This is an optimization exercise on Yosys and OpenROAD, whose aim is small area, a short achievable clock period and few clock cycles per item, not a production implementation. Function was checked by simulation only, so behaviour that the tests miss may differ from the original. No activity file was given, so power comes from the tool's default toggle rates.

==> flow/design.v <==
`timescale 1ns/1ps
module cc8_rx (
    input  wire         clk,
    input  wire         rst,         
    input  wire         in_valid,
    input  wire [15:0]  in_edge,     
    input  wire         in_last,     
    output wire         in_ready,
    output reg          out_valid,   
    output wire [127:0] rxb,         
    output wire [7:0]   nbits,       
    output wire         dec_err,     
    output wire [7:0]   zrun_cnt,    
    output wire [4:0]   oct_cnt,     
    output wire [7:0]   crc          
);
    function [7:0] crc8_step;
        input [7:0] c_in;
        input [7:0] b;
        integer t;
        reg [7:0] c;
        begin
            c = c_in ^ b;
            for (t = 0; t < 8; t = t + 1)
                c = c[0] ? ((c >> 1) ^ 8'hD9) : (c >> 1);
            crc8_step = c;
        end
    endfunction
    reg         rdy;
    reg         v0, l0;
    reg [15:0]  e0;
    wire        acc = in_valid & rdy;
    assign in_ready = rdy;
    reg         v1, l1;
    reg [3:0]   r1;
    reg [15:0]  prev;
    wire [6:0]  d;
    wire [7:0]  bw;
    assign bw[0] = 1'b0;
    genvar gi;
    generate
        for (gi = 0; gi < 7; gi = gi + 1) begin : g_sub
            assign d[gi]    = e0[gi] ^ prev[gi] ^ bw[gi];
            assign bw[gi+1] = (~e0[gi] & prev[gi]) | (~(e0[gi] ^ prev[gi]) & bw[gi]);
        end
    endgenerate
    wire [8:0]  eh = e0[15:7];
    wire [8:0]  ph = prev[15:7];
    wire [8:0]  nph = ~ph;
    wire        z0 = (eh == ph);
    wire [8:0]  zz;
    assign zz[0] = ~(eh[0] ^ nph[0]);
    generate
        for (gi = 1; gi < 9; gi = gi + 1) begin : g_z
            assign zz[gi] = ~((eh[gi] ^ nph[gi]) ^ (eh[gi-1] | nph[gi-1]));
        end
    endgenerate
    wire        z1  = &zz;
    wire        big = bw[7] ? ~z1 : ~z0;
    reg  [3:0]  r_lo;
    always @* begin
        case (d)
            7'd0: r_lo = 4'd0;
            7'd1: r_lo = 4'd0;
            7'd2: r_lo = 4'd0;
            7'd3: r_lo = 4'd0;
            7'd4: r_lo = 4'd0;
            7'd5: r_lo = 4'd1;
            7'd6: r_lo = 4'd1;
            7'd7: r_lo = 4'd1;
            7'd8: r_lo = 4'd1;
            7'd9: r_lo = 4'd1;
            7'd10: r_lo = 4'd1;
            7'd11: r_lo = 4'd1;
            7'd12: r_lo = 4'd1;
            7'd13: r_lo = 4'd1;
            7'd14: r_lo = 4'd1;
            7'd15: r_lo = 4'd2;
            7'd16: r_lo = 4'd2;
            7'd17: r_lo = 4'd2;
            7'd18: r_lo = 4'd2;
            7'd19: r_lo = 4'd2;
            7'd20: r_lo = 4'd2;
            7'd21: r_lo = 4'd2;
            7'd22: r_lo = 4'd2;
            7'd23: r_lo = 4'd2;
            7'd24: r_lo = 4'd2;
            7'd25: r_lo = 4'd3;
            7'd26: r_lo = 4'd3;
            7'd27: r_lo = 4'd3;
            7'd28: r_lo = 4'd3;
            7'd29: r_lo = 4'd3;
            7'd30: r_lo = 4'd3;
            7'd31: r_lo = 4'd3;
            7'd32: r_lo = 4'd3;
            7'd33: r_lo = 4'd3;
            7'd34: r_lo = 4'd3;
            7'd35: r_lo = 4'd4;
            7'd36: r_lo = 4'd4;
            7'd37: r_lo = 4'd4;
            7'd38: r_lo = 4'd4;
            7'd39: r_lo = 4'd4;
            7'd40: r_lo = 4'd4;
            7'd41: r_lo = 4'd4;
            7'd42: r_lo = 4'd4;
            7'd43: r_lo = 4'd4;
            7'd44: r_lo = 4'd4;
            7'd45: r_lo = 4'd5;
            7'd46: r_lo = 4'd5;
            7'd47: r_lo = 4'd5;
            7'd48: r_lo = 4'd5;
            7'd49: r_lo = 4'd5;
            7'd50: r_lo = 4'd5;
            7'd51: r_lo = 4'd5;
            7'd52: r_lo = 4'd5;
            7'd53: r_lo = 4'd5;
            7'd54: r_lo = 4'd5;
            7'd55: r_lo = 4'd6;
            7'd56: r_lo = 4'd6;
            7'd57: r_lo = 4'd6;
            7'd58: r_lo = 4'd6;
            7'd59: r_lo = 4'd6;
            7'd60: r_lo = 4'd6;
            7'd61: r_lo = 4'd6;
            7'd62: r_lo = 4'd6;
            7'd63: r_lo = 4'd6;
            7'd64: r_lo = 4'd6;
            7'd65: r_lo = 4'd7;
            7'd66: r_lo = 4'd7;
            7'd67: r_lo = 4'd7;
            7'd68: r_lo = 4'd7;
            7'd69: r_lo = 4'd7;
            7'd70: r_lo = 4'd7;
            7'd71: r_lo = 4'd7;
            7'd72: r_lo = 4'd7;
            7'd73: r_lo = 4'd7;
            7'd74: r_lo = 4'd7;
            7'd75: r_lo = 4'd8;
            7'd76: r_lo = 4'd8;
            7'd77: r_lo = 4'd8;
            7'd78: r_lo = 4'd8;
            7'd79: r_lo = 4'd8;
            7'd80: r_lo = 4'd8;
            7'd81: r_lo = 4'd8;
            7'd82: r_lo = 4'd8;
            7'd83: r_lo = 4'd8;
            7'd84: r_lo = 4'd8;
            7'd85: r_lo = 4'd9;
            7'd86: r_lo = 4'd9;
            7'd87: r_lo = 4'd9;
            7'd88: r_lo = 4'd9;
            7'd89: r_lo = 4'd9;
            7'd90: r_lo = 4'd9;
            7'd91: r_lo = 4'd9;
            7'd92: r_lo = 4'd9;
            7'd93: r_lo = 4'd9;
            7'd94: r_lo = 4'd9;
            7'd95: r_lo = 4'd10;
            7'd96: r_lo = 4'd10;
            7'd97: r_lo = 4'd10;
            7'd98: r_lo = 4'd10;
            7'd99: r_lo = 4'd10;
            7'd100: r_lo = 4'd10;
            7'd101: r_lo = 4'd10;
            7'd102: r_lo = 4'd10;
            7'd103: r_lo = 4'd10;
            7'd104: r_lo = 4'd10;
            7'd105: r_lo = 4'd10;
            7'd106: r_lo = 4'd10;
            7'd107: r_lo = 4'd10;
            7'd108: r_lo = 4'd10;
            7'd109: r_lo = 4'd10;
            7'd110: r_lo = 4'd10;
            7'd111: r_lo = 4'd10;
            7'd112: r_lo = 4'd10;
            7'd113: r_lo = 4'd10;
            7'd114: r_lo = 4'd10;
            7'd115: r_lo = 4'd10;
            7'd116: r_lo = 4'd10;
            7'd117: r_lo = 4'd10;
            7'd118: r_lo = 4'd10;
            7'd119: r_lo = 4'd10;
            7'd120: r_lo = 4'd10;
            7'd121: r_lo = 4'd10;
            7'd122: r_lo = 4'd10;
            7'd123: r_lo = 4'd10;
            7'd124: r_lo = 4'd10;
            7'd125: r_lo = 4'd10;
            7'd126: r_lo = 4'd10;
            7'd127: r_lo = 4'd10;
            default: r_lo = 4'd0;
        endcase
    end
    reg  [3:0]  r_c;
    always @* r_c = big ? 4'd10 : r_lo;
    reg [127:0] bits;
    reg [7:0]   nb;
    reg         sb;          
    reg         lv;          
    reg         err;
    reg [7:0]   zc;
    reg         ef;          
    reg         fresh;       
    reg [7:0]   asm;         
    reg [7:0]   crc_r;
    reg         p1, p2;
    reg [3:0]   rem;         
    reg         xm;          
    assign rxb      = bits;
    assign nbits    = nb;
    assign dec_err  = err;
    assign zrun_cnt = zc;
    assign crc      = crc_r;
    reg  [4:0]  oc;
    assign oct_cnt  = oc;
    wire xact    = xm;
    wire act_gap = v1 & ~ef & ~xact;
    wire act_fst = v1 &  ef & ~xact;
    wire act_p1  = p1 & ~xact;
    wire s1_hold = v1 & xact;
    wire [7:0] nb_e  = fresh ? 8'd0 : nb;
    wire       sb_e  = ~fresh & sb;
    wire       lv_e  = fresh | lv;
    wire       err_e = ~fresh & err;
    wire [7:0] zc_e  = fresh ? 8'd0 : zc;
    wire       pv_e  = ~err_e & lv_e;     
    wire       pv_r  = ~err & lv;
    wire [4:0] ci = nb_e[7:3];
    wire [2:0] lo = nb_e[2:0];
    reg  [7:0] th;
    always @* begin
        case (lo)
            3'd0: th = 8'b11111111;
            3'd1: th = 8'b11111110;
            3'd2: th = 8'b11111100;
            3'd3: th = 8'b11111000;
            3'd4: th = 8'b11110000;
            3'd5: th = 8'b11100000;
            3'd6: th = 8'b11000000;
            default: th = 8'b10000000;
        endcase
    end
    wire       v     = (p2 | xact) ? pv_r : (act_p1 ? pv_e : lv_e);
    wire [7:0] asm_f = (th & {8{v}}) | (~th & asm);
    wire [3:0] r      = r1;
    wire [3:0] r_adj  = r - {3'd0, ~sb_e};
    wire [3:0] room   = 4'd8 - {1'b0, lo};
    wire       dec    = ~err_e & ~nb_e[7];
    wire       zero   = (r == 4'd0);
    wire       bad    = (r_adj > 4'd8);
    wire       app    = act_gap & dec & ~zero & ~bad;
    wire       fill   = (r_adj >= room);           
    wire       crs    = app & fill;
    wire [2:0] lo_n   = lo + r_adj[2:0];
    wire [4:0] ci_n   = ci + 5'd1;
    wire [7:0] nb_n   = fill ? {ci_n, 3'd0} : {ci, lo_n};
    wire       rnz    = (rem != 4'd0);
    wire [3:0] rem_d  = rem - {3'd0, rnz};
    wire [3:0] len_f  = asm_f[3:0];
    wire [3:0] lmin   = (len_f == 4'd0) ? 4'd1 : len_f;
    wire       c0     = (ci == 5'd0);
    wire       inc    = c0 | rnz;
    wire [3:0] rem_n  = c0 ? lmin : rem_d;        
    wire       crc_en = ((crs | act_p1) & inc) | ((p2 | xact) & rnz);
    wire [7:0] crc_b  = (fresh & ~(p2 | xact)) ? 8'hFF : crc_r;
    wire [7:0] crc_n  = crc8_step(crc_b, asm_f);
    wire [4:0] cr     = nb[7:3];             
    reg [15:0] dci, gtc;
    integer a;
    always @* begin
        dci = 16'd0;
        if (!ci[4]) dci[ci[3:0]] = 1'b1;
        for (a = 0; a < 16; a = a + 1)
            gtc[a] = (cr[4] == 1'b0) && (a > cr[3:0]);
    end
    wire [15:0] we = ({16{crs | act_p1}} & dci) | ({16{p2}} & gtc);
    wire rge2 = (rem[3:1] != 3'd0);
    wire xlow = act_p1 ? (rem_n[3:1] != 3'd0) : ((p2 | xact) & rge2);
    integer q;
    always @(posedge clk) begin
        e0 <= in_edge;
        l0 <= in_last;
        if (!s1_hold) begin
            l1 <= l0;
            r1 <= r_c;
            if (v0) prev <= e0;
        end
        for (q = 0; q < 16; q = q + 1)
            if (we[q]) bits[8*q +: 8] <= asm_f;
        if (we[0])
            oc <= {1'b0, lmin} + 5'd1;
        if (act_gap | act_p1 | p2 | xact)
            crc_r <= crc_en ? crc_n : crc_b;
        if (act_gap | act_p1)
            asm <= (crs | act_p1) ? {8{v}} : asm_f;
        if (crs | act_p1)
            rem <= rem_n;
        else if (p2 | xact)
            rem <= rem_d;
        if (act_gap) begin
            lv  <= ~lv_e;
            nb  <= app ? nb_n : nb_e;
            sb  <= app ? ~fill : sb_e;
            err <= err_e | (dec & ~zero & bad);
            zc  <= (dec & zero & (zc_e != 8'hFF)) ? zc_e + 8'd1 : zc_e;
        end else if (act_p1) begin
            lv  <= lv_e;
            nb  <= nb_e;
            err <= err_e;
            zc  <= zc_e;
        end
        if (rst) begin
            rdy   <= 1'b1;
            v0    <= 1'b0;
            v1    <= 1'b0;
            ef    <= 1'b1;
            fresh <= 1'b0;
            p1    <= 1'b0;
            p2    <= 1'b0;
            xm    <= 1'b0;
            out_valid <= 1'b0;
        end else begin
            rdy <= ~(acc & in_last) & ~xlow;
            v0  <= acc;
            if (!s1_hold)
                v1 <= v0;
            if (act_gap | act_fst)
                ef <= l1;
            if (act_fst)
                fresh <= 1'b1;
            else if (act_gap | act_p1)
                fresh <= 1'b0;
            p1 <= ((act_gap | act_fst) & l1) | (p1 & ~act_p1);
            p2 <= act_p1;
            xm <= (p2 | xact) & rge2;
            out_valid <= (p2 | xact) & ~rge2;
        end
    end
endmodule
==> flow/flow/run.sh <==
#!/bin/bash
set -euo pipefail
bash standard.sh "BUFFER_PORTS_ARGS=-buffer_cell sky130_fd_sc_hd__buf_1" "SETUP_SLACK_MARGIN=15" finish > flow_standard.log 2>&1
==> flow/standard.sh <==
#!/bin/bash
# synth_recipe.tcl (not shown) runs the flow's synth.tcl, then flattens the netlist and writes it again
# the make line also repeats each setting of config.mk as NAME=value (left out here)
make -C /OpenROAD-flow-scripts/flow DESIGN_CONFIG=/design/flow/config.mk WORK_HOME=/design/flow/orfs CLKGATE_MAP_FILE= SYNTH_SCRIPT=/design/flow/synth_recipe.tcl "${@:-finish}"
==> flow/config.mk <==
export PLATFORM = sky130hd
export DESIGN_NAME = cc8_rx
export DESIGN_NICKNAME = cc8_rx
export VERILOG_FILES = /design/flow/design.v
export SDC_FILE = /design/flow/constraint.sdc
export NUM_CORES = 4
export LEC_CHECK = 0
export CAP_MARGIN = 20
export CORE_MARGIN = 2
export CORE_UTILIZATION = 40
export SLEW_MARGIN = 20
==> flow/constraint.sdc <==
create_clock -name core_clock -period 20.0 [get_ports {clk}]
set_input_delay 4.0000 -clock core_clock [delete_from_list [all_inputs] [get_ports {clk}]]
set_output_delay 4.0000 -clock core_clock [all_outputs]
set_load 0.01 [all_outputs]
==> impl_metrics.ini, run 1 <==
[outcome]
status = finished clean

[global_route]
antenna_found_initial = 0
grt_use_total = 0.1586
gr-total-overflow = 0
grt_max_degree = 36
via_count_of_the_first_global_routing_pass = 5571
grt_first_pass_wirelength_um = 30340

[detailed_routing]
routed_wl_um = 19850
drt-wirelength-per-cell_um = 16.35
via_per_inst = 4.773
ant_nets = 0
drcViolationCount = 0
via_count = 5794
initialDrtViolationCount = 281
drt_pre_antenna_iters = 4

[critical_path]
setup.worst_path.class = reg -> out
setup.worst_path.end_class = output pin
timing.reg2reg.worst_path_depth = 13
setup.reg_to_reg.worst_slack_ns = 15.63
crit-reg2reg-launch = fresh$_SDFFE_PP0P_
crit_fanout = 2
critPathArrivalTime_ns = 1.13
slowest_delay_ns = 0.45
cp_top_family = flip-flops
regToRegEndpoint = bits[68]$_DFFE_PP_
timing.critical_path.required_ns = 16.00
critical-path-slowest-cell = sky130_fd_sc_hd__edfxtp_1
crit_path_start_kind = register
worstPathBufferInverterCount = 1
worstPathCellList = buf_6

[yosys]
synthDominantCellAreaShare = 0.6178
ys_top_cells_by_area = sky130_fd_sc_hd__edfxtp_1, sky130_fd_sc_hd__dfxtp_1, sky130_fd_sc_hd__ha_1, sky130_fd_sc_hd__xnor2_1, sky130_fd_sc_hd__nor2_1
yosys.cell_types.count = 77
synth_fp_nets = 717
mean_post_synth_cell_area_sq_um = 14.12
post-synth-top-area-cell = sky130_fd_sc_hd__edfxtp_1
synth-main-ff-cell = sky130_fd_sc_hd__edfxtp_1
syn-cell-area_sq_um = 9333
synth-seq-cells = 218
postSynthCellCount = 661
synth.yosys.seq_area_share = 0.6735
asyncSetResetFlopFracSynth = 0
synth_edf_count = 192
yosysWarnings = 1

[floorplanning]
core_area_sq_um = 22780
placement_rows = 55
die_outline_area_sq_um = 24570
top_level_pins = 180
initial_core_util = 0.4097
die_h_um = 156.7
dieWidth_um = 156.7

[clocking]
cts_htree_levels = 1
cts_inserted_buffers = 24
clk_pin_slew_ns = 0.06
cts.sinks = 218
tritoncts = done
clock_path_buffers = 3
clk_latency_ns = 0.52
clock_tree.root_cell = sky130_fd_sc_hd__clkbuf_16

[placed_design]
post_detailed_placement_half_perimeter_wirelength_um = 13460
routabilityCongestion = 0.8001
portBuffers = 179

[sta]
fin_crit_sh = 0.2563
timing.slew.headroom = 0.2910
worstMarginPinSlew_ns = 1.052
fmax_ghz = 0.1951
final-hold-violation-count = 0
finClkSkew_ns = 0.01164
slew_viol_final = 0
setup_viol_count_final = 0
setup_repair_after_global_routing_missed_its_margin = yes
timing.setup.tns_ns = 0
layout_min_cycle_time_ns = 5.126

[pwr]
worst_ir_drop_vdd_v = 0.00006548
power.leakage_nw = 4.448
power_density_nw_per_um2 = 86.97

[finish]
drive_above_1_share = 0.2819
count_of_inserted_antenna_diode_cells = 0
utilization = 0.5082
area.growth.synth_to_final_pct = 24.04
nets = 943

[worst_hold_path]
worst_hold_startpoint = l0$_DFF_P_
min-delay-path-class = reg -> reg
hold_critical_path_depth = 0
hold_path_endpoint = l1$_DFFE_PN_

[run]
drv.max_cap_violation_count = 0
area by class of cell:
| class | instances | area [sq um] |
|---|---|---|
| tap | 313 | 391.6 |
| inverter | 39 | 146.4 |
| multi-input combinational | 387 | 2824 |
| clock buffer | 28 | 646.9 |
| clock inverter | 12 | 101.3 |
| fill | 2006 | 11200 |
| sequential | 218 | 6287 |
| timing repair buffer | 217 | 1179 |
registers in the layout, summed over array words and instances, names as in the netlist, 4 cells and up:
signal  cells
asm         7
bits      128
crc_r       8
e0         16
nb          8
oc          5
prev       16
r1          4
rem         4
zc          8
worst max-delay path by stage:
stage | startpoint | endpoint | depth (start not counted)
global placement | nb[5]$_DFFE_PP_ | nbits[5] | 1
detailed placement | rst | rdy$_SDFF_PP1_ | 4
CTS | nb[5]$_DFFE_PP_ | nbits[5] | 1
floorplan | rst | rdy$_SDFF_PP1_ | 4
finish | nb[5]$_DFFE_PP_ | nbits[5] | 1
global route | nb[6]$_DFFE_PP_ | nbits[6] | 1
where the power goes:
| group | total, mW | switching [mW] | internal, mW |
|---|---|---|---|
| Sequential | 0.507 | 0.00370 | 0.504 |
| Clock | 0.415 | 0.171 | 0.244 |
| Combinational | 0.0846 | 0.0497 | 0.0349 |
| Total | 1.01 | 0.224 | 0.782 |
cells by family (layout without fill, tap and decap cells):
group / after synthesis / in the layout / synth area share
multiplexers: 9 / 9 / 0.01180
AND/OR/NAND/NOR: 188 / 188 / 0.1031
XOR/XNOR: 59 / 59 / 0.06073
adder cells (fa/ha/maj): 36 / 36 / 0.05389
flip-flops: 218 / 218 / 0.6735
buffers and inverters: 56 / 296 / 0.02534
AO/OA/AOI/OAI: 95 / 95 / 0.07159
Yosys cell counts, types with 7 or more instances:
cell	number
sky130_fd_sc_hd__nand2_1	49
sky130_fd_sc_hd__a21oi_1	18
sky130_fd_sc_hd__clkbuf_1	13
sky130_fd_sc_hd__ha_1	29
sky130_fd_sc_hd__xnor2_1	36
sky130_fd_sc_hd__o22ai_1	8
sky130_fd_sc_hd__nor2_1	51
sky130_fd_sc_hd__nand2b_1	13
sky130_fd_sc_hd__nor3_1	15
sky130_fd_sc_hd__fa_1	7
sky130_fd_sc_hd__inv_1	37
sky130_fd_sc_hd__nand3_1	8
sky130_fd_sc_hd__dfxtp_1	26
sky130_fd_sc_hd__nor2b_1	11
sky130_fd_sc_hd__o21ai_0	27
sky130_fd_sc_hd__xor2_1	19
sky130_fd_sc_hd__edfxtp_1	192
placed cells by master, fill, tap and decap left out, drive strengths merged, types with 14 or more instances in the layout:
cell type,Yosys,final
edfxtp,192,192
clkbuf,13,155
buf,4,90
nor2,52,52
nand2,50,50
inv,39,40
xnor2,37,37
o21ai,31,31
ha,29,29
dfxtp,26,26
xor2,19,19
a21oi,19,19
nor3,17,17
nand2b,16,16
nor2b,14,14
per-stage QoR:
stage	total power, mW	hold WS, ns	area [sq um]	setup slack (ns)	instances
after floorplan	0.5796	0.3855	9333	15.30	661
final	1.007	0.4156	11580	14.87	1214
after CTS	1.021	0.4226	11360	14.85	1209
after detailed placement	0.6001	0.4110	10400	15.16	1146
after global placement	0.5993	0.3914	10400	15.19	1146
after global routing	1.047	0.4278	11580	14.84	1214
what timing repair did:
item,CTS,global route
hold buffers,0,0
endpoints found under the setup margin,160,159
setup buffers,23,5
hold endpoints to repair,0,0
gates resized for setup,23,135
per-layer routing:
layer	vias to the layer above	wire [um]	GRT usage	part of all wire
li1	2846	-	-	-
met1	2734	8648	0.2072	0.44
met2	185	9385	0.2657	0.47
met3	29	1394	0.03683	0.070
met4	0	419	0.04369	0.021
met5	-	0	0	0
worst reg2reg max path, stage by stage, from the launching register on:
cell and delay, ns:
sky130_fd_sc_hd__dfxtp_1 0.32, sky130_fd_sc_hd__buf_4 0.37, sky130_fd_sc_hd__nand2b_1 0.20, sky130_fd_sc_hd__ha_1 0.16, sky130_fd_sc_hd__nor3b_1 0.23, sky130_fd_sc_hd__xor2_1 0.36
sky130_fd_sc_hd__ha_1 0.23, sky130_fd_sc_hd__nor2_1 0.05, sky130_fd_sc_hd__a21oi_1 0.25, sky130_fd_sc_hd__and2_1 0.41, sky130_fd_sc_hd__nor2b_2 0.17, sky130_fd_sc_hd__nor3_2 0.21
sky130_fd_sc_hd__nand2_1 0.15, sky130_fd_sc_hd__o41ai_2 0.87
Testbench counts, summed over its fixed seeds: cycles 7,968, frames 192.
==> run 2, diff against run 1 <==
==> flow/run.sh (new file) <==
#!/bin/bash
# synth_recipe.tcl (not shown) runs the flow's synth.tcl, then flattens the netlist and writes it again
# the make line also repeats each setting of config.mk as NAME=value (left out here)
make -C /OpenROAD-flow-scripts/flow DESIGN_CONFIG=/design/flow/config.mk WORK_HOME=/design/flow/orfs CLKGATE_MAP_FILE= SYNTH_SCRIPT=/design/flow/synth_recipe.tcl finish
removed: flow/flow/run.sh
removed: flow/standard.sh
==> impl_metrics.ini, run 2 <==
[outcome]
status = finished clean

[yosys]
syn-cell-area_sq_um = 9333
synth_fp_nets = 717
yosys-top-cells-count = sky130_fd_sc_hd__edfxtp_1, sky130_fd_sc_hd__nor2_1, sky130_fd_sc_hd__nand2_1
synth_edf_count = 192
synthDominantCellAreaShare = 0.6178
asyncSetResetFlopFracSynth = 0
post-synth-top-area-cell = sky130_fd_sc_hd__edfxtp_1
synth-main-ff-cell = sky130_fd_sc_hd__edfxtp_1
mean_post_synth_cell_area_sq_um = 14.12
yosysWarnings = 1
yosysMostFrequentCell = sky130_fd_sc_hd__edfxtp_1
yosys.cell_types.count = 77
synth.yosys.seq_area_share = 0.6735
synth-seq-cells = 218
postSynthCellCount = 661
ys_top_cells_by_area = sky130_fd_sc_hd__edfxtp_1, sky130_fd_sc_hd__dfxtp_1, sky130_fd_sc_hd__ha_1, sky130_fd_sc_hd__xnor2_1, sky130_fd_sc_hd__nor2_1

[clocking]
clock_tree.root_cell = sky130_fd_sc_hd__clkbuf_16
cts.repair.resized = 0
cts_inserted_buffers = 23
cts_htree_levels = 1
tritoncts = done
holdBufCountCts = 0
clock_path_buffers = 3
postCtsSetupBuffers = 0
clk_latency_ns = 0.51
cts.sinks = 218
clk_pin_slew_ns = 0.06

[critical_path]
critical_path_depth = 1
critPathArrivalTime_ns = 1.79
crit_fanout = 16
worstPathCellList = clkdlybuf4s50_1
timing.reg2reg.worst_path_depth = 13
slowest_delay_ns = 0.65
crit-reg2reg-launch = fresh$_SDFFE_PP0P_
cp_top_family = buffers and inverters
worstPathBufferInverterCount = 1
timing.critical_path.required_ns = 16.00
setup.reg_to_reg.worst_slack_ns = 15.55
crit_path_start_kind = register
setup.worst_path.class = reg -> out
regToRegEndpoint = bits[71]$_DFFE_PP_
critical-path-slowest-cell = sky130_fd_sc_hd__clkdlybuf4s50_1
setup.worst_path.end_class = output pin

[finish]
filler_cell_count = 1878
multi_input_area_sq_um = 2829
layout_common_cells = sky130_fd_sc_hd__edfxtp_1, sky130_fd_sc_hd__clkdlybuf4s50_1, sky130_fd_sc_hd__nor2_1
largest-register = bits
area.growth.synth_to_final_pct = 31.77
biggestRegsByFlops = bits: 128 flops, e0: 16 flops, prev: 16 flops
seq_area_sq_um = 6286
largest_register_ff_count = 128
drive_above_1_share = 0.09049
layout.cell_area.non_filler_sq_um = 12300
nets = 912
leading_cell_type_in_the_layout_fill_and_taps_excluded = sky130_fd_sc_hd__edfxtp_1
count_of_inserted_antenna_diode_cells = 0

[worst_hold_path]
hold_path_endpoint = l1$_DFFE_PN_
min-delay-path-class = reg -> reg
worst_hold_startpoint = l0$_DFF_P_
hold_critical_path_depth = 0

[detailed_routing]
drt_pre_antenna_iters = 5
initialDrtViolationCount = 210
via_count = 5872
drt-wirelength-per-cell_um = 17.35
routed_wl_um = 20580
via_per_inst = 4.951
ant_nets = 0
drcViolationCount = 0

[pwr]
clock_power_share = 0.422
sw_frac_of_total = 0.2199
power_density_nw_per_um2 = 83.68
worst_ir_drop_vdd_v = 0.00004675
report.power.total_mw = 1.029
power.leakage_nw = 4.356
combinationalPowerShare = 0.084
seq_power_share = 0.494
internal-power_mw = 0.8027
net-switching-power_mw = 0.2263

[floorplanning]
top_level_pins = 180
placement_rows = 55
initial_core_util = 0.4097
dieWidth_um = 156.7
die_outline_area_sq_um = 24570
die_h_um = 156.7
core_area_sq_um = 22780

[placed_design]
portBuffers = 179
post_detailed_placement_half_perimeter_wirelength_um = 14550
pre_cts_slack_ns = 14.75
placed_cell_area_sq_um = 11500
routabilityCongestion = 0.8771

[sta]
layout_min_cycle_time_ns = 5.786
final-hold-violation-count = 0
setup_repair_after_global_routing_missed_its_margin = no
timing.setup.tns_ns = 0
worstMarginPinSlew_ns = 1.122
layout_setup_ws_ns = 14.21
fin_crit_sh = 0.2893
slew_viol_final = 0
finClkSkew_ns = 0.01488
fmax_ghz = 0.1728
timing.slew.headroom = 0.2439
setup_viol_count_final = 0

[run]
drv.max_cap_violation_count = 0

[global_route]
grt_first_pass_wirelength_um = 31830
via_count_of_the_first_global_routing_pass = 5814
antenna_found_initial = 0
grt_use_total = 0.1660
gr-total-overflow = 0
grt_max_degree = 37
run 2: cell counts after synthesis:
No cell type changed its count.
run 2: how the worst max path moves through the flow:
stage	start	endpoint	slack, ns
2_1_floorplan	rst	rdy$_SDFF_PP1_	15.30
3_3_place_gp	nb[5]$_DFFE_PP_	nbits[5]	14.81
3_5_place_dp	nb[5]$_DFFE_PP_	nbits[5]	14.75
4_1_cts	nb[5]$_DFFE_PP_	nbits[5]	14.20
5_1_grt	nb[5]$_DFFE_PP_	nbits[5]	14.15
6_report	nb[5]$_DFFE_PP_	nbits[5]	14.21
run 2: area by class of cell:
| cell class | count | share of cell area |
|---|---|---|
| Timing Repair Buffer | 187 | 0.1509 |
| Tap cell | 313 | 0.03184 |
| Sequential cell | 218 | 0.5111 |
| Clock inverter | 12 | 0.01017 |
| Inverter | 39 | 0.01190 |
| Multi-Input combinational cell | 387 | 0.2300 |
| Clock buffer | 30 | 0.05402 |
run 2: cell families (layout without fill, tap and decap cells):
group / count (synthesis) / count (layout) / share of synthesized area
adders and majority gates: 36 / 36 / 0.05389
muxes: 9 / 9 / 0.01180
buffers and inverters: 56 / 268 / 0.02534
DFF: 218 / 218 / 0.6735
AOI/OAI and AO/OA: 95 / 95 / 0.07159
xor gates and xnor gates: 59 / 59 / 0.06073
and+or+nand+nor: 188 / 188 / 0.1031
run 2: layer usage:
metal,routed length (um),up-vias,global-route usage
met5,0,-,0
met2,9857,214,0.2888
met3,1486,31,0.03157
li1,-,2786,-
met1,8896,2841,0.2153
met4,342,0,0.03757
run 2: through the flow:
stage            util  hold slack [ns]  std cells
6_report       0.5399           0.4039       1186
5_1_grt        0.5399           0.4187       1186
4_1_cts        0.5394           0.4044       1185
3_5_place_dp   0.5048           0.3914       1143
3_3_place_gp   0.5046           0.3921       1143
2_1_floorplan       -           0.3855        661
run 2: power by group through the flow:
| stage | Clock, mW | Sequential (mW) | Combinational (mW) |
|---|---|---|---|
| 6_report | 0.434 | 0.508 | 0.0869 |
| 5_1_grt | 0.463 | 0.509 | 0.0967 |
| 4_1_cts | 0.445 | 0.508 | 0.0878 |
| 3_5_place_dp | 0 | 0.518 | 0.0871 |
| 3_3_place_gp | 0 | 0.518 | 0.0846 |
| 2_1_floorplan | 0 | 0.517 | 0.0623 |
==> run 3, diff against run 2 <==
==> flow/flow/run.sh (new file) <==
#!/bin/bash
set -euo pipefail
bash standard.sh "BUFFER_PORTS_ARGS=-buffer_cell sky130_fd_sc_hd__buf_1" "SETUP_SLACK_MARGIN=14.6" finish > flow_standard.log 2>&1
==> flow/standard.sh (new file) <==
#!/bin/bash
# synth_recipe.tcl (not shown) runs the flow's synth.tcl, then flattens the netlist and writes it again
# the make line also repeats each setting of config.mk as NAME=value (left out here)
make -C /OpenROAD-flow-scripts/flow DESIGN_CONFIG=/design/flow/config.mk WORK_HOME=/design/flow/orfs CLKGATE_MAP_FILE= SYNTH_SCRIPT=/design/flow/synth_recipe.tcl "${@:-finish}"
removed: flow/run.sh
==> impl_metrics.ini, run 3 <==
[outcome]
status = finished clean

[placed_design]
routabilityCongestion = 0.8001
dp_cells = 1146
post_detailed_placement_half_perimeter_wirelength_um = 13460
pre_cts_slack_ns = 15.16
portBuffers = 179

[critical_path]
crit_path_start_kind = register
crit_fanout = 12
slowest_delay_ns = 0.58
timing.reg2reg.worst_path_depth = 13
timing.critical_path.required_ns = 16.00
setup.worst_path.end_class = output pin
worstPathCellList = buf_1
critical-path-slowest-cell = sky130_fd_sc_hd__edfxtp_1
regToRegEndpoint = bits[68]$_DFFE_PP_
setup.worst_path.class = reg -> out
cp_top_family = flip-flops
setup.reg_to_reg.worst_slack_ns = 15.64
critPathArrivalTime_ns = 1.32
crit-reg2reg-launch = fresh$_SDFFE_PP0P_
worstPathBufferInverterCount = 1

[floorplanning]
initial_core_util = 0.4097
top_level_pins = 180
die_h_um = 156.7
core_area_sq_um = 22780
die_outline_area_sq_um = 24570
placement_rows = 55
dieWidth_um = 156.7

[yosys]
ys_top_cells_by_area = sky130_fd_sc_hd__edfxtp_1, sky130_fd_sc_hd__dfxtp_1, sky130_fd_sc_hd__ha_1, sky130_fd_sc_hd__xnor2_1, sky130_fd_sc_hd__nor2_1
synth.yosys.seq_area_share = 0.6735
yosysWarnings = 1
post-synth-top-area-cell = sky130_fd_sc_hd__edfxtp_1
synth_fp_nets = 717
synthDominantCellAreaShare = 0.6178
mean_post_synth_cell_area_sq_um = 14.12
yosysMostFrequentCell = sky130_fd_sc_hd__edfxtp_1
syn-cell-area_sq_um = 9333
asyncSetResetFlopFracSynth = 0
synth-main-ff-cell = sky130_fd_sc_hd__edfxtp_1
yosys-top-cells-count = sky130_fd_sc_hd__edfxtp_1, sky130_fd_sc_hd__nor2_1, sky130_fd_sc_hd__nand2_1
yosys.cell_types.count = 77
synth-seq-cells = 218
synth_edf_count = 192
postSynthCellCount = 661

[sta]
finClkSkew_ns = 0.008810
setup_repair_after_global_routing_missed_its_margin = no
fin_crit_sh = 0.2661
slew_viol_final = 0
final-hold-violation-count = 0
fmax_ghz = 0.1879
layout_setup_ws_ns = 14.68
worstMarginPinSlew_ns = 1.060
setup_viol_count_final = 0
timing.slew.headroom = 0.2858
timing.setup.tns_ns = 0
layout_min_cycle_time_ns = 5.322

[finish]
largest_register_ff_count = 128
layout_common_cells = sky130_fd_sc_hd__edfxtp_1, sky130_fd_sc_hd__buf_1, sky130_fd_sc_hd__nor2_1
finish.cell_count_without_fillers = 1191
nets = 920
area.growth.synth_to_final_pct = 19.80
biggestRegsByFlops = bits: 128 flops, e0: 16 flops, prev: 16 flops
leading_cell_type_in_the_layout_fill_and_taps_excluded = sky130_fd_sc_hd__edfxtp_1
largest-register = bits
drive_above_1_share = 0.09453
count_of_inserted_antenna_diode_cells = 0

[global_route]
grt_first_pass_wirelength_um = 29770
antenna_found_initial = 0
gr-total-overflow = 0
grt_max_degree = 36
grt_use_total = 0.1557
via_count_of_the_first_global_routing_pass = 5464

[detailed_routing]
met2WireLength_um = 9118
drt_pre_antenna_iters = 4
via_per_inst = 4.790
via_count = 5705
ant_nets = 0
routedLengthMet1_um = 8560
routed_wl_um = 19470
drt-wirelength-per-cell_um = 16.35
drcViolationCount = 0
dr.max_layer_used = met4
detailroute.wirelength.met3_um = 1358
initialDrtViolationCount = 305

[clocking]
postCtsSetupBuffers = 0
cts_inserted_buffers = 24
clk_latency_ns = 0.52
cts.sinks = 218
cts.repair.resized = 0
clock_path_buffers = 3
clk_pin_slew_ns = 0.06
cts_htree_levels = 1
holdBufCountCts = 0
clock_tree.root_cell = sky130_fd_sc_hd__clkbuf_16
tritoncts = done

[worst_hold_path]
hold_path_endpoint = l1$_DFFE_PN_
worst_hold_startpoint = l0$_DFF_P_
hold_critical_path_depth = 0
min-delay-path-class = reg -> reg

[pwr]
power_density_nw_per_um2 = 89.97
worst_ir_drop_vdd_v = 0.00006548
power.leakage_nw = 3.892

[run]
drv.max_cap_violation_count = 0
run 3: cell types whose count changed in the layout (fill, tap and decap cells not counted), moves of 2 or more:
cell,previous run,this run
sky130_fd_sc_hd__clkdlybuf4s50_1,179,0
sky130_fd_sc_hd__clkinv_2,2,6
sky130_fd_sc_hd__clkinvlp_4,2,0
sky130_fd_sc_hd__buf_1,0,179
sky130_fd_sc_hd__buf_4,7,15
run 3: where the power goes:
group | internal (mW) | switching, mW
Sequential | 0.504 | 0.00442
Combinational | 0.0333 | 0.0485
Clock | 0.244 | 0.172
run 3: metal layers:
layer  vias to the layer above  track usage
met3                        30      0.03739
met4                         0      0.04150
met2                       177       0.2609
met1                      2697       0.2030
li1                       2801            -
met5                         -            0
run 3: final cells by class:
type / instances / area (sq um)
fillers: 2036 / 11600
flip-flops and latches: 218 / 6286
multi-input cells: 387 / 2824
repair buffers: 194 / 784.5
clock buffers: 28 / 646.9
well taps: 313 / 391.6
inverters: 39 / 146.4
clock inverters: 12 / 101.3
run 3: worst max-delay path by stage:
| stage | from | endpoint | slack (ns) | cells past startpoint |
|---|---|---|---|---|
| floorplan | rst | rdy$_SDFF_PP1_ | 15.30 | 4 |
| global placement | nb[5]$_DFFE_PP_ | nbits[5] | 15.19 | 1 |
| detailed placement | rst | rdy$_SDFF_PP1_ | 15.16 | 4 |
| CTS | nb[5]$_DFFE_PP_ | nbits[5] | 14.61 | 1 |
| global route | nb[6]$_DFFE_PP_ | nbits[6] | 14.60 | 1 |
| finish | nb[6]$_DFFE_PP_ | nbits[6] | 14.68 | 1 |
run 3: cell families after synthesis:
kind of cell	Yosys count	share of synthesized area
compound gates	95	0.07159
xor+xnor	59	0.06073
fa+ha+maj	36	0.05389
buf+inv	56	0.02534
flops	218	0.6735
mux	9	0.01180
simple gates	188	0.1031
run 3: metrics by stage:
stage          power, mW  utilization  instance area (sq um)  hold slack [ns]
2_1_floorplan     0.5796            -                   9333           0.3855
3_3_place_gp      0.5993       0.4564                  10400           0.3914
3_5_place_dp      0.6001       0.4564                  10400           0.4110
4_1_cts            1.020       0.4892                  11140           0.4226
5_1_grt            1.044       0.4909                  11180           0.4278
6_report           1.006       0.4909                  11180           0.4159
==> run 4, diff against run 3 <==
==> flow/flow/run.sh (replaced) <==
#!/bin/bash
# Standard layout, except that the port buffers are the plain buf_1 cell
# instead of the delay buffer buffer_ports picks by default.
set -euo pipefail
bash standard.sh "BUFFER_PORTS_ARGS=-buffer_cell sky130_fd_sc_hd__buf_1" finish > flow_standard.log 2>&1
--- a/flow/config.mk
+++ b/flow/config.mk
@@ -8,4 +8,4 @@
 export CAP_MARGIN = 20
 export CORE_MARGIN = 2
-export CORE_UTILIZATION = 40
+export CORE_UTILIZATION = 70
 export SLEW_MARGIN = 20
==> impl_metrics.ini, run 4 <==
[critical_path]
crit_fanout = 16
timing.critical_path.required_ns = 16.00
worstPathBufferInverterCount = 1
critical-path-slowest-cell = sky130_fd_sc_hd__edfxtp_1
setup.worst_path.end_class = output pin
setup.worst_path.start = nb[5]$_DFFE_PP_
cp_top_family = flip-flops
crit_path_start_kind = register
crit-reg2reg-launch = e0[0]$_DFF_P_
critPathArrivalTime_ns = 1.39
setup.worst_path.class = reg -> out
slowest_delay_ns = 0.66
worstPathCellList = buf_1
setup.reg_to_reg.worst_slack_ns = 15.75

[detailed_routing]
drcViolationCount = 0
drt_pre_antenna_iters = 5
via_per_inst = 5.947
via_count = 6209
drt-wirelength-per-cell_um = 19.92
routed_wl_um = 20800
initialDrtViolationCount = 586
ant_nets = 0

[finish]
area.growth.synth_to_final_pct = 16.52
count_of_inserted_antenna_diode_cells = 0
largest-register = bits
largest_register_ff_count = 128
layout_common_cells = sky130_fd_sc_hd__edfxtp_1, sky130_fd_sc_hd__buf_1, sky130_fd_sc_hd__nor2_1
filler_cell_count = 725
biggestRegsByFlops = bits: 128 flops, e0: 16 flops, prev: 16 flops
leading_cell_type_in_the_layout_fill_and_taps_excluded = sky130_fd_sc_hd__edfxtp_1
layout.cell_area.non_filler_sq_um = 10870
nets = 909
drive_above_1_share = 0.07949

[sta]
final-hold-violation-count = 0
setup_repair_after_global_routing_missed_its_margin = no
timing.setup.tns_ns = 0
slew_viol_final = 0
setup_viol_count_final = 0
finClkSkew_ns = 0.01051
layout_min_cycle_time_ns = 5.390
fin_crit_sh = 0.2695
worstMarginPinSlew_ns = 1.054
fmax_ghz = 0.1855
timing.slew.headroom = 0.2897

[worst_hold_path]
worst_hold_startpoint = l0$_DFF_P_
min-delay-path-class = reg -> reg

[clocking]
holdBufCountCts = 0
clock_path_buffers = 3
postCtsSetupBuffers = 0
clk_latency_ns = 0.49
cts.sinks = 218
cts.repair.resized = 0
tritoncts = done
cts_inserted_buffers = 21
clock_tree.root_cell = sky130_fd_sc_hd__clkbuf_16
clk_pin_slew_ns = 0.06
cts_htree_levels = 1

[yosys]
post-synth-top-area-cell = sky130_fd_sc_hd__edfxtp_1
synthDominantCellAreaShare = 0.6178
syn-cell-area_sq_um = 9333
mean_post_synth_cell_area_sq_um = 14.12
yosysWarnings = 1
yosys.cell_types.count = 77
yosysMostFrequentCell = sky130_fd_sc_hd__edfxtp_1
synth-seq-cells = 218
synth-main-ff-cell = sky130_fd_sc_hd__edfxtp_1
synth_fp_nets = 717
asyncSetResetFlopFracSynth = 0
synth_edf_count = 192
postSynthCellCount = 661
yosys-top-cells-count = sky130_fd_sc_hd__edfxtp_1, sky130_fd_sc_hd__nor2_1, sky130_fd_sc_hd__nand2_1
ys_top_cells_by_area = sky130_fd_sc_hd__edfxtp_1, sky130_fd_sc_hd__dfxtp_1, sky130_fd_sc_hd__ha_1, sky130_fd_sc_hd__xnor2_1, sky130_fd_sc_hd__nor2_1
synth.yosys.seq_area_share = 0.6735

[placed_design]
routabilityCongestion = 0.8946
portBuffers = 179
placed_cell_area_sq_um = 10200
post_detailed_placement_half_perimeter_wirelength_um = 13760

[floorplanning]
dieWidth_um = 119.5
die_outline_area_sq_um = 14270
placement_rows = 42
core_area_sq_um = 13140
initial_core_util = 0.7104
die_h_um = 119.5
top_level_pins = 180

[outcome]
status = finished clean

[pwr]
worst_ir_drop_vdd_v = 0.00007637
power_density_nw_per_um2 = 89.76
power.leakage_nw = 3.805

[global_route]
gr-total-overflow = 0
antenna_found_initial = 0
grt_first_pass_wirelength_um = 32540
grt_max_degree = 36
grt_use_total = 0.2949
via_count_of_the_first_global_routing_pass = 6002

[run]
drv.max_cap_violation_count = 0
==> run 4: cell counts after synthesis <==
No cell type changed its count.
==> run 4: final cells by class <==
| cell class | count | area (sq um) | area share |
|---|---|---|---|
| flip-flops and latches | 218 | 6286 | 0.5781 |
| multi-input cells | 387 | 2826 | 0.2599 |
| repair buffers | 186 | 724.4 | 0.06662 |
| clock buffers | 31 | 583.1 | 0.05362 |
| well taps | 176 | 220.2 | 0.02025 |
| inverters | 39 | 146.4 | 0.01346 |
| clock inverters | 7 | 87.58 | 0.008054 |
==> run 4: cell families after synthesis <==
kind of cell | synth area share
xor gates and xnor gates | 0.06073
buffers and inverters | 0.02534
DFF | 0.6735
muxes | 0.01180
adders and majority gates | 0.05389
and+or+nand+nor | 0.1031
AOI/OAI and AO/OA | 0.07159
==> run 4: final timing paths <==
kind	endpoint	depth (start not counted)
setup / recovery	nbits[5]	1
setup reg to reg	r1[1]$_SDFFCE_PP1N_	14
hold / removal	l1$_DFFE_PN_	0
hold reg to reg	l1$_DFFE_PN_	0
==> run 4: where the power goes <==
group / internal [mW] / total [mW] / switching, mW
sequential: 0.504 / 0.509 / 0.00505
combinational: 0.0333 / 0.0843 / 0.0510
clock: 0.228 / 0.383 / 0.155
==> run 4: stage by stage <==
stage | setup WS [ns] | power [mW] | std cells | utilization | hold slack [ns]
after floorplan | 15.30 | 0.5796 | 661 | - | 0.3855
after global routing | 14.58 | 1.007 | 1044 | 0.8277 | 0.4167
after CTS | 14.64 | 0.9796 | 1044 | 0.8275 | 0.4157
final | 14.61 | 0.9761 | 1044 | 0.8277 | 0.4160
after detailed placement | 15.18 | 0.6002 | 1006 | 0.7765 | 0.3969
after global placement | 15.21 | 0.5961 | 1006 | 0.7765 | 0.3949
==> run 4: metal layers <==
layer,vias to the layer above,global-route usage,part of all wire
met1,3005,0.4017,0.39
met4,0,0.08824,0.028
met5,-,0,0
met2,367,0.5025,0.50
li1,2779,-,-
met3,58,0.03975,0.076
==> run 5, diff against run 4 <==
--- a/flow/config.mk
+++ b/flow/config.mk
@@ -8,4 +8,6 @@
 export CAP_MARGIN = 20
 export CORE_MARGIN = 2
-export CORE_UTILIZATION = 70
+export CORE_UTILIZATION = 40
+export CTS_BUF_LIST = sky130_fd_sc_hd__clkbuf_4 sky130_fd_sc_hd__clkbuf_8
+export CTS_CLUSTER_SIZE = 30
 export SLEW_MARGIN = 20
==> impl_metrics.ini, run 5 <==
[yosys]
synthDominantCellAreaShare = 0.6178
synth-main-ff-cell = sky130_fd_sc_hd__edfxtp_1
yosys.cell_types.count = 77
yosysMostFrequentCell = sky130_fd_sc_hd__edfxtp_1
synth-seq-cells = 218
yosysWarnings = 1
ys_top_cells_by_area = sky130_fd_sc_hd__edfxtp_1, sky130_fd_sc_hd__dfxtp_1, sky130_fd_sc_hd__ha_1, sky130_fd_sc_hd__xnor2_1, sky130_fd_sc_hd__nor2_1
asyncSetResetFlopFracSynth = 0
synth_fp_nets = 717
synth_edf_count = 192
post-synth-top-area-cell = sky130_fd_sc_hd__edfxtp_1
yosys-top-cells-count = sky130_fd_sc_hd__edfxtp_1, sky130_fd_sc_hd__nor2_1, sky130_fd_sc_hd__nand2_1
mean_post_synth_cell_area_sq_um = 14.12
syn-cell-area_sq_um = 9333
postSynthCellCount = 661
synth.yosys.seq_area_share = 0.6735

[sta]
fmax_ghz = 0.1868
fin_crit_sh = 0.2677
timing.setup.tns_ns = 0
layout_setup_ws_ns = 14.65
timing.slew.headroom = 0.2487
setup_repair_after_global_routing_missed_its_margin = no
setup_viol_count_final = 0
slew_viol_final = 0
final-hold-violation-count = 0
worstMarginPinSlew_ns = 1.115
finClkSkew_ns = 0.02351
layout_min_cycle_time_ns = 5.354

[clocking]
tritoncts = done
cts.sinks = 218
holdBufCountCts = 0
clk_latency_ns = 0.52
clk_pin_slew_ns = 0.06
cts.repair.resized = 0
cts_inserted_buffers = 37
clock_tree.root_cell = sky130_fd_sc_hd__clkbuf_8
postCtsSetupBuffers = 0
clock_path_buffers = 3
cts_htree_levels = 2

[critical_path]
setup.worst_path.class = reg -> out
critPathArrivalTime_ns = 1.35
setup.worst_path.end_class = output pin
slowest_delay_ns = 0.61
worstPathCellList = buf_1
timing.critical_path.required_ns = 16.00
crit_path_start_kind = register
critical-path-slowest-cell = sky130_fd_sc_hd__edfxtp_1
crit_fanout = 16
worstPathBufferInverterCount = 1
cp_top_family = flip-flops

[pwr]
clock_power_share = 0.415
power_density_nw_per_um2 = 90.16
sw_frac_of_total = 0.2247
seq_power_share = 0.504
net-switching-power_mw = 0.2265
internal-power_mw = 0.7817
worst_ir_drop_vdd_v = 0.00004779
power.leakage_nw = 3.903
combinationalPowerShare = 0.081

[detailed_routing]
via_count = 5842
met2WireLength_um = 9274
routedLengthMet1_um = 8658
ant_nets = 0
dr.max_layer_used = met4
drt_pre_antenna_iters = 5
detailroute.wirelength.met3_um = 1442
drt-wirelength-per-cell_um = 16.32
routed_wl_um = 19800
drcViolationCount = 0
initialDrtViolationCount = 256
via_per_inst = 4.816

[floorplanning]
placement_rows = 55
die_outline_area_sq_um = 24570
top_level_pins = 180
dieWidth_um = 156.7
die_h_um = 156.7
core_area_sq_um = 22780
initial_core_util = 0.4097

[global_route]
antenna_found_initial = 0
grt_max_degree = 36
grt_use_total = 0.1594
gr-total-overflow = 0
via_count_of_the_first_global_routing_pass = 5626
grt_first_pass_wirelength_um = 30250

[placed_design]
placed_cell_area_sq_um = 10400
portBuffers = 179
post_detailed_placement_half_perimeter_wirelength_um = 13460
routabilityCongestion = 0.8001
pre_cts_slack_ns = 15.16

[finish]
utilization = 0.4909
nets = 928
leading_cell_type_in_the_layout_fill_and_taps_excluded = sky130_fd_sc_hd__edfxtp_1
layout.cell_area.non_filler_sq_um = 11180
biggestRegsByFlops = bits: 128 flops, e0: 16 flops, prev: 16 flops
drive_above_1_share = 0.1167
layout_common_cells = sky130_fd_sc_hd__edfxtp_1, sky130_fd_sc_hd__buf_1, sky130_fd_sc_hd__nor2_1
largest_register_ff_count = 128
count_of_inserted_antenna_diode_cells = 0
area.growth.synth_to_final_pct = 19.82
largest-register = bits

[outcome]
status = finished clean

[worst_hold_path]
min-delay-path-class = reg -> reg

[run]
drv.max_cap_violation_count = 0
## run 5: cell count changes in the layout (fill, tap and decap cells not counted), moves of 2 or more
cell                         previous run  this run
sky130_fd_sc_hd__buf_4                  7        10
sky130_fd_sc_hd__clkbuf_1               8         0
sky130_fd_sc_hd__clkbuf_16             21         0
sky130_fd_sc_hd__clkbuf_4               0        13
sky130_fd_sc_hd__clkbuf_8               2        39
sky130_fd_sc_hd__clkinv_1               1         4
sky130_fd_sc_hd__clkinv_2               3         5
sky130_fd_sc_hd__clkinvlp_4             0         3
sky130_fd_sc_hd__o21ai_0               22        25
sky130_fd_sc_hd__o21ai_1                7         4
## run 5: cell families after synthesis
kind of cell / Yosys count / synth area share
AO/OA/AOI/OAI: 95 / 0.07159
adder cells (fa/ha/maj): 36 / 0.05389
flip-flops: 218 / 0.6735
AND/OR/NAND/NOR: 188 / 0.1031
buffers and inverters: 56 / 0.02534
multiplexers: 9 / 0.01180
XOR/XNOR: 59 / 0.06073
## run 5: metrics by stage
| stage | power [mW] | hold slack (ns) | instances |
|---|---|---|---|
| detailed placement | 0.6001 | 0.4110 | 1146 |
| finish | 1.008 | 0.4312 | 1213 |
| CTS | 1.025 | 0.4346 | 1213 |
| global placement | 0.5993 | 0.3914 | 1146 |
| global route | 1.051 | 0.4400 | 1213 |
| floorplan | 0.5796 | 0.3855 | 661 |
## run 5: power by group through the flow
stage | clock network (mW) | logic (mW) | registers (mW)
3_5_place_dp | 0 | 0.0821 | 0.518
5_1_grt | 0.450 | 0.0925 | 0.509
6_report | 0.418 | 0.0816 | 0.508
4_1_cts | 0.433 | 0.0830 | 0.508
3_3_place_gp | 0 | 0.0817 | 0.518
2_1_floorplan | 0 | 0.0623 | 0.517
## run 5: routing by layer
layer	track usage	vias to the layer above
met2	0.2611	199
li1	-	2825
met5	0	-
met3	0.04431	40
met4	0.05242	0
met1	0.2049	2778
## run 5: worst register-to-register path, stage by stage, from the launching register on
cell,delay (ns)
sky130_fd_sc_hd__dfxtp_1,0.32
sky130_fd_sc_hd__buf_4,0.36
sky130_fd_sc_hd__nand2b_1,0.19
sky130_fd_sc_hd__ha_1,0.16
sky130_fd_sc_hd__nor3b_1,0.23
sky130_fd_sc_hd__xor2_1,0.36
sky130_fd_sc_hd__ha_1,0.23
sky130_fd_sc_hd__nor2_1,0.05
sky130_fd_sc_hd__a21oi_1,0.25
sky130_fd_sc_hd__and2_1,0.40
sky130_fd_sc_hd__nor2b_2,0.17
sky130_fd_sc_hd__nor3_2,0.21
sky130_fd_sc_hd__nand2_1,0.15
sky130_fd_sc_hd__o41ai_2,0.87
## run 5: path summary, 6_finish.rpt
path	endpoint	slack [ns]	startpoint	cells past startpoint
setup / recovery	nbits[5]	14.65	nb[5]$_DFFE_PP_	1
hold / removal	prev[11]$_DFFE_PP_	0.43	e0[11]$_DFF_P_	0
setup reg to reg	bits[67]$_DFFE_PP_	15.62	fresh$_SDFFE_PP0P_	13
hold reg to reg	prev[11]$_DFFE_PP_	0.43	e0[11]$_DFF_P_	0
## run 5: final cells by class
| type | instances | area [sq um] |
|---|---|---|
| clock buffers | 52 | 634.4 |
| clock inverters | 15 | 152.6 |
| fillers | 2069 | 11600 |
| inverters | 39 | 146.4 |
| multi-input cells | 387 | 2824 |
| flip-flops and latches | 218 | 6286 |
| well taps | 313 | 391.6 |
| repair buffers | 189 | 747.0 |
==> run 6, diff against run 5 <==
--- a/flow/config.mk
+++ b/flow/config.mk
@@ -9,5 +9,3 @@
 export CORE_MARGIN = 2
 export CORE_UTILIZATION = 40
-export CTS_BUF_LIST = sky130_fd_sc_hd__clkbuf_4 sky130_fd_sc_hd__clkbuf_8
-export CTS_CLUSTER_SIZE = 30
 export SLEW_MARGIN = 20
==> impl_metrics.ini, run 6 <==
[yosys]
yosysWarnings = 1
synth_edf_count = 192
yosys-top-cells-count = sky130_fd_sc_hd__edfxtp_1, sky130_fd_sc_hd__nor2_1, sky130_fd_sc_hd__nand2_1
mean_post_synth_cell_area_sq_um = 14.12
ys_top_cells_by_area = sky130_fd_sc_hd__edfxtp_1, sky130_fd_sc_hd__dfxtp_1, sky130_fd_sc_hd__ha_1, sky130_fd_sc_hd__xnor2_1, sky130_fd_sc_hd__nor2_1
post_synth_xor_area_fraction = 0.06073
adder_cell_share_of_the_synthesized_area = 0.05389
synth_compound_area_frac = 0.07159
post-synth-top-area-cell = sky130_fd_sc_hd__edfxtp_1
synth-main-ff-cell = sky130_fd_sc_hd__edfxtp_1
synth.yosys.seq_area_share = 0.6735
synth_mux_area_frac = 0.01180
asyncSetResetFlopFracSynth = 0
syn-cell-area_sq_um = 9333
synth-seq-cells = 218
yosysMostFrequentCell = sky130_fd_sc_hd__edfxtp_1
synth_fp_nets = 717
main_combinational_cell_family_by_area_after_synthesis = simple AND/OR/NAND/NOR gates
postSynthCellCount = 661
yosys.cell_types.count = 77
synthDominantCellAreaShare = 0.6178
synth-simple-area-share = 0.1031

[floorplanning]
core_area_sq_um = 22780
die_h_um = 156.7
top_level_pins = 180
initial_core_util = 0.4097
placement_rows = 55
dieWidth_um = 156.7
die_outline_area_sq_um = 24570

[sta]
slew_viol_final = 0
setup_repair_after_global_routing_missed_its_margin = no
layout_min_cycle_time_ns = 5.355
fin_crit_sh = 0.2678
timing.slew.headroom = 0.2817
setup_viol_count_final = 0
final-hold-violation-count = 0
finClkSkew_ns = 0.01149
timing.setup.tns_ns = 0
fmax_ghz = 0.1867
worstMarginPinSlew_ns = 1.066

[clocking]
cts_htree_levels = 1
clock_tree.root_cell = sky130_fd_sc_hd__clkbuf_16
clk_latency_ns = 0.52
postCtsSetupBuffers = 0
cts.repair.resized = 0
cts.sinks = 218
clock_path_buffers = 3
holdBufCountCts = 0
clk_pin_slew_ns = 0.06
tritoncts = done
cts_inserted_buffers = 24

[finish]
area.growth.synth_to_final_pct = 19.40
largest-register = bits
layout_common_cells = sky130_fd_sc_hd__edfxtp_1, sky130_fd_sc_hd__buf_1, sky130_fd_sc_hd__nor2_1
leading_cell_type_in_the_layout_fill_and_taps_excluded = sky130_fd_sc_hd__edfxtp_1
drive_above_1_share = 0.08935
nets = 915
largest_register_ff_count = 128
biggestRegsByFlops = bits: 128 flops, e0: 16 flops, prev: 16 flops
filler_cell_count = 2040
seq_area_sq_um = 6286
multi_input_area_sq_um = 2824
count_of_inserted_antenna_diode_cells = 0

[pwr]
seq_power_share = 0.506
report.power.total_mw = 1.005
net-switching-power_mw = 0.2242
combinationalPowerShare = 0.081
power_density_nw_per_um2 = 90.17
worst_ir_drop_vdd_v = 0.00006543
internal-power_mw = 0.7806
clock_power_share = 0.413
power.leakage_nw = 3.868
sw_frac_of_total = 0.2231

[critical_path]
worstPathBufferInverterCount = 1
slowest_delay_ns = 0.60
crit_path_start_kind = register
worstPathCellList = buf_1
setup.worst_path.end_class = output pin
critPathArrivalTime_ns = 1.36
setup.worst_path.class = reg -> out
crit_fanout = 16
cp_top_family = flip-flops
timing.critical_path.required_ns = 16.00
critical-path-slowest-cell = sky130_fd_sc_hd__edfxtp_1

[detailed_routing]
drcViolationCount = 0
via_per_inst = 4.817
ant_nets = 0
drt_pre_antenna_iters = 5
routed_wl_um = 19460
initialDrtViolationCount = 251
drt-wirelength-per-cell_um = 16.41
via_count = 5713

[global_route]
grt_first_pass_wirelength_um = 29770
grt_max_degree = 36
via_count_of_the_first_global_routing_pass = 5464
antenna_found_initial = 0
grt_use_total = 0.1557
gr-total-overflow = 0

[placed_design]
routabilityCongestion = 0.8001
portBuffers = 179
post_detailed_placement_half_perimeter_wirelength_um = 13460

[worst_hold_path]
min-delay-path-class = reg -> reg

[outcome]
status = finished clean

[run]
drv.max_cap_violation_count = 0
## run 6: cell counts after synthesis
No cell type changed its count.
## run 6: layout make-up
class / count / area share
Clock inverter: 12 / 0.009095
Tap cell: 313 / 0.03514
Inverter: 39 / 0.01314
Multi-Input combinational cell: 387 / 0.2534
Timing Repair Buffer: 189 / 0.06703
Clock buffer: 28 / 0.05805
Sequential cell: 218 / 0.5641
## run 6: power groups by stage
| stage | combinational [mW] | sequential [mW] | clock, mW |
|---|---|---|---|
| global placement | 0.0817 | 0.518 | 0 |
| CTS | 0.0830 | 0.508 | 0.429 |
| detailed placement | 0.0821 | 0.518 | 0 |
| finish | 0.0816 | 0.508 | 0.415 |
| global route | 0.0925 | 0.509 | 0.443 |
| floorplan | 0.0623 | 0.517 | 0 |
## run 6: stage by stage
step	setup WS, ns	hold WS (ns)	instances	area, sq um	utilization
6_report	14.65	0.4170	1186	11140	0.4892
2_1_floorplan	15.30	0.3855	661	9333	-
4_1_cts	14.61	0.4226	1186	11140	0.4892
3_5_place_dp	15.16	0.4110	1146	10400	0.4564
5_1_grt	14.55	0.4278	1186	11140	0.4892
3_3_place_gp	15.19	0.3914	1146	10400	0.4564
## run 6: final timing paths
path                        end          startpoint  cells after the start  slack, ns
max reg2reg  bits[68]$_DFFE_PP_  fresh$_SDFFE_PP0P_                     13      15.62
min                l1$_DFFE_PN_          l0$_DFF_P_                      0       0.42
min reg2reg        l1$_DFFE_PN_          l0$_DFF_P_                      0       0.42
max                    nbits[5]     nb[5]$_DFFE_PP_                      1      14.65
## run 6: per-layer routing
metal / part of all wire / GRT usage / wire [um] / up-vias
met1: 0.43 / 0.2030 / 8442 / 2713
met5: 0 / 0 / 0 / -
li1: - / - / - / 2788
met3: 0.072 / 0.03739 / 1407 / 27
met2: 0.47 / 0.2609 / 9223 / 185
met4: 0.020 / 0.04150 / 389 / 0
## run 6: cells by family (layout without fill, tap and decap cells)
logic type,Yosys count,in the layout
flip-flops,218,218
XOR/XNOR,59,59
AND/OR/NAND/NOR,188,188
AO/OA/AOI/OAI,95,95
multiplexers,9,9
buffers and inverters,56,268
adder cells (fa/ha/maj),36,36
==> run 7, diff against run 6 <==
--- a/flow/config.mk
+++ b/flow/config.mk
@@ -9,3 +9,6 @@
 export CORE_MARGIN = 2
 export CORE_UTILIZATION = 40
+export CTS_BUF_LIST = sky130_fd_sc_hd__clkbuf_16
+export CTS_CLUSTER_DIAMETER = 300
+export CTS_CLUSTER_SIZE = 25
 export SLEW_MARGIN = 20
==> impl_metrics.ini, run 7 <==
[detailed_routing]
via_count = 5632
detailroute.wirelength.met3_um = 1268
drt-wirelength-per-cell_um = 16.38
drt_pre_antenna_iters = 7
via_per_inst = 4.830
ant_nets = 0
met2WireLength_um = 9072
dr.max_layer_used = met4
routedLengthMet1_um = 8533
routed_wl_um = 19100
drcViolationCount = 0
initialDrtViolationCount = 274

[sta]
layout_min_cycle_time_ns = 5.325
slew_viol_final = 0
setup_repair_after_global_routing_missed_its_margin = no
finClkSkew_ns = 0.01653
fin_crit_sh = 0.2662
final-hold-violation-count = 0
timing.slew.headroom = 0.2820
setup_viol_count_final = 0
worstMarginPinSlew_ns = 1.066
fmax_ghz = 0.1878
timing.setup.tns_ns = 0

[critical_path]
setup.worst_path.class = reg -> out
crit_path_start_kind = register
timing.critical_path.required_ns = 16.00
crit_fanout = 16
worstPathBufferInverterCount = 1
setup.worst_path.end_class = output pin
slowest_delay_ns = 0.63
setup.reg_to_reg.worst_slack_ns = 15.61
cp_top_family = flip-flops
critical-path-slowest-cell = sky130_fd_sc_hd__edfxtp_1
worstPathCellList = buf_1
critPathArrivalTime_ns = 1.32

[yosys]
yosys.cell_types.count = 77
postSynthCellCount = 661
synthDominantCellAreaShare = 0.6178
synth_edf_count = 192
synth-main-ff-cell = sky130_fd_sc_hd__edfxtp_1
asyncSetResetFlopFracSynth = 0
synth-seq-cells = 218
yosys-top-cells-count = sky130_fd_sc_hd__edfxtp_1, sky130_fd_sc_hd__nor2_1, sky130_fd_sc_hd__nand2_1
ys_top_cells_by_area = sky130_fd_sc_hd__edfxtp_1, sky130_fd_sc_hd__dfxtp_1, sky130_fd_sc_hd__ha_1, sky130_fd_sc_hd__xnor2_1, sky130_fd_sc_hd__nor2_1
synth.yosys.seq_area_share = 0.6735
yosysWarnings = 1
post-synth-top-area-cell = sky130_fd_sc_hd__edfxtp_1
yosysMostFrequentCell = sky130_fd_sc_hd__edfxtp_1
mean_post_synth_cell_area_sq_um = 14.12
syn-cell-area_sq_um = 9333
synth_fp_nets = 717

[floorplanning]
core_area_sq_um = 22780
die_h_um = 156.7
die_outline_area_sq_um = 24570
placement_rows = 55
initial_core_util = 0.4097
top_level_pins = 180
dieWidth_um = 156.7

[placed_design]
post_detailed_placement_half_perimeter_wirelength_um = 13460
dp_cells = 1146
routabilityCongestion = 0.8001
portBuffers = 179

[global_route]
antenna_found_initial = 0
grt_first_pass_wirelength_um = 29200
via_count_of_the_first_global_routing_pass = 5339
grt_use_total = 0.1519
grt_max_degree = 36
gr-total-overflow = 0

[outcome]
status = finished clean

[finish]
leading_cell_type_in_the_layout_fill_and_taps_excluded = sky130_fd_sc_hd__edfxtp_1
count_of_inserted_antenna_diode_cells = 0
largest_register_ff_count = 128
drive_above_1_share = 0.06565
filler_cell_count = 2077
utilization = 0.4720
nets = 903
largest-register = bits
finish.cell_count_without_fillers = 1166
layout_common_cells = sky130_fd_sc_hd__edfxtp_1, sky130_fd_sc_hd__buf_1, sky130_fd_sc_hd__nor2_1
biggestRegsByFlops = bits: 128 flops, e0: 16 flops, prev: 16 flops
area.growth.synth_to_final_pct = 15.20

[clocking]
clk_latency_ns = 0.47
postCtsSetupBuffers = 0
clk_pin_slew_ns = 0.10
cts.sinks = 218
cts_inserted_buffers = 12
cts.repair.resized = 0
clock_path_buffers = 3
holdBufCountCts = 0
tritoncts = done
clock_tree.root_cell = sky130_fd_sc_hd__clkbuf_16
cts_htree_levels = 1

[pwr]
worst_ir_drop_vdd_v = 0.00006940
power_density_nw_per_um2 = 78.52
power.leakage_nw = 3.691

[worst_hold_path]
min-delay-path-class = reg -> reg

[run]
drv.max_cap_violation_count = 0
[run 7: cell counts after synthesis]
No cell type changed its count.
[run 7: metal layers]
metal	global-route usage	vias to the layer above
li1	-	2754
met1	0.2054	2691
met2	0.2554	167
met3	0.02908	20
met4	0.03277	0
met5	0	-
[run 7: stage by stage]
| step | cell area (sq um) | total power [mW] | setup WS (ns) | hold WS, ns |
|---|---|---|---|---|
| 2_1_floorplan | 9333 | 0.5796 | 15.30 | 0.3855 |
| 3_3_place_gp | 10400 | 0.5993 | 15.19 | 0.3914 |
| 3_5_place_dp | 10400 | 0.6001 | 15.16 | 0.4110 |
| 4_1_cts | 10750 | 0.8555 | 14.65 | 0.4334 |
| 5_1_grt | 10750 | 0.8814 | 14.59 | 0.4410 |
| 6_report | 10750 | 0.8443 | 14.68 | 0.4273 |
[run 7: layout make-up]
class | count | area (sq um) | area share
clock buffers | 13 | 325.3 | 0.03026
inverters | 39 | 146.4 | 0.01362
repair buffers | 189 | 747.0 | 0.06947
well taps | 313 | 391.6 | 0.03642
clock inverters | 7 | 31.28 | 0.002909
multi-input cells | 387 | 2824 | 0.2627
flip-flops and latches | 218 | 6286 | 0.5847
[run 7: where the power goes]
part	switching, mW	internal (mW)	total [mW]
clock	0.136	0.119	0.255
sequential	0.00446	0.503	0.507
combinational	0.0485	0.0331	0.0816
total	0.189	0.655	0.844
[run 7: cells by family (layout without fill, tap and decap cells)]
kind of cell / after synthesis / after routing / share of synthesized area
AOI/OAI and AO/OA: 95 / 95 / 0.07159
xor gates and xnor gates: 59 / 59 / 0.06073
adders and majority gates: 36 / 36 / 0.05389
buffers and inverters: 56 / 248 / 0.02534
DFF: 218 / 218 / 0.6735
muxes: 9 / 9 / 0.01180
and+or+nand+nor: 188 / 188 / 0.1031
[run 7: final timing paths]
| kind | startpoint | end | cells past startpoint |
|---|---|---|---|
| worst min register to register | l0$_DFF_P_ | l1$_DFFE_PN_ | 0 |
| worst min-delay path | l0$_DFF_P_ | l1$_DFFE_PN_ | 0 |
| worst max register to register | fresh$_SDFFE_PP0P_ | bits[68]$_DFFE_PP_ | 13 |
| worst max-delay path | nb[5]$_DFFE_PP_ | nbits[5] | 1 |

## what the ideal ports hide
The flow's constraints put no driver on any port. The routed layouts listed below were extracted and timed again, unchanged, in two steps. Step 1 assumes that a clkbuf_16 drives the clock port and a buf_2 every other input. Step 2 moves the port delays by t, midway between the first and last clock arrival at a register: inputs arrive t later, outputs are due t later. That takes back most of the time a late clock gives input paths. Slacks: no drivers / after step 1 / after step 2; pairs: no drivers / after step 1.
| run | t, ns | setup slack, ns | clock arrival spread, ns | slew at the worst register clock pin (ns) | pins driven straight from the clock port |
|---|---|---|---|---|---|
| run 1 | 0.558 | 14.874 / 14.829 / 15.105 | 0.012 / 0.012 | 0.06 / 0.06 | 1 |
| run 2 | 0.544 | 14.214 / 14.170 / 14.715 | 0.015 / 0.015 | 0.06 / 0.06 | 1 |
| run 3 | 0.559 | 14.678 / 14.634 / 15.127 | 0.010 / 0.009 | 0.06 / 0.06 | 1 |
| run 4 | 0.526 | 14.611 / 14.571 / 15.097 | 0.011 / 0.010 | 0.06 / 0.06 | 1 |
| run 5 | 0.552 | 14.646 / 14.605 / 15.134 | 0.024 / 0.024 | 0.06 / 0.06 | 1 |
| run 6 | 0.557 | 14.645 / 14.601 / 15.106 | 0.011 / 0.011 | 0.06 / 0.06 | 1 |
| run 7 | 0.504 | 14.675 / 14.631 / 15.117 | 0.017 / 0.017 | 0.11 / 0.11 | 1 |
After both steps every run listed still meets setup and hold.
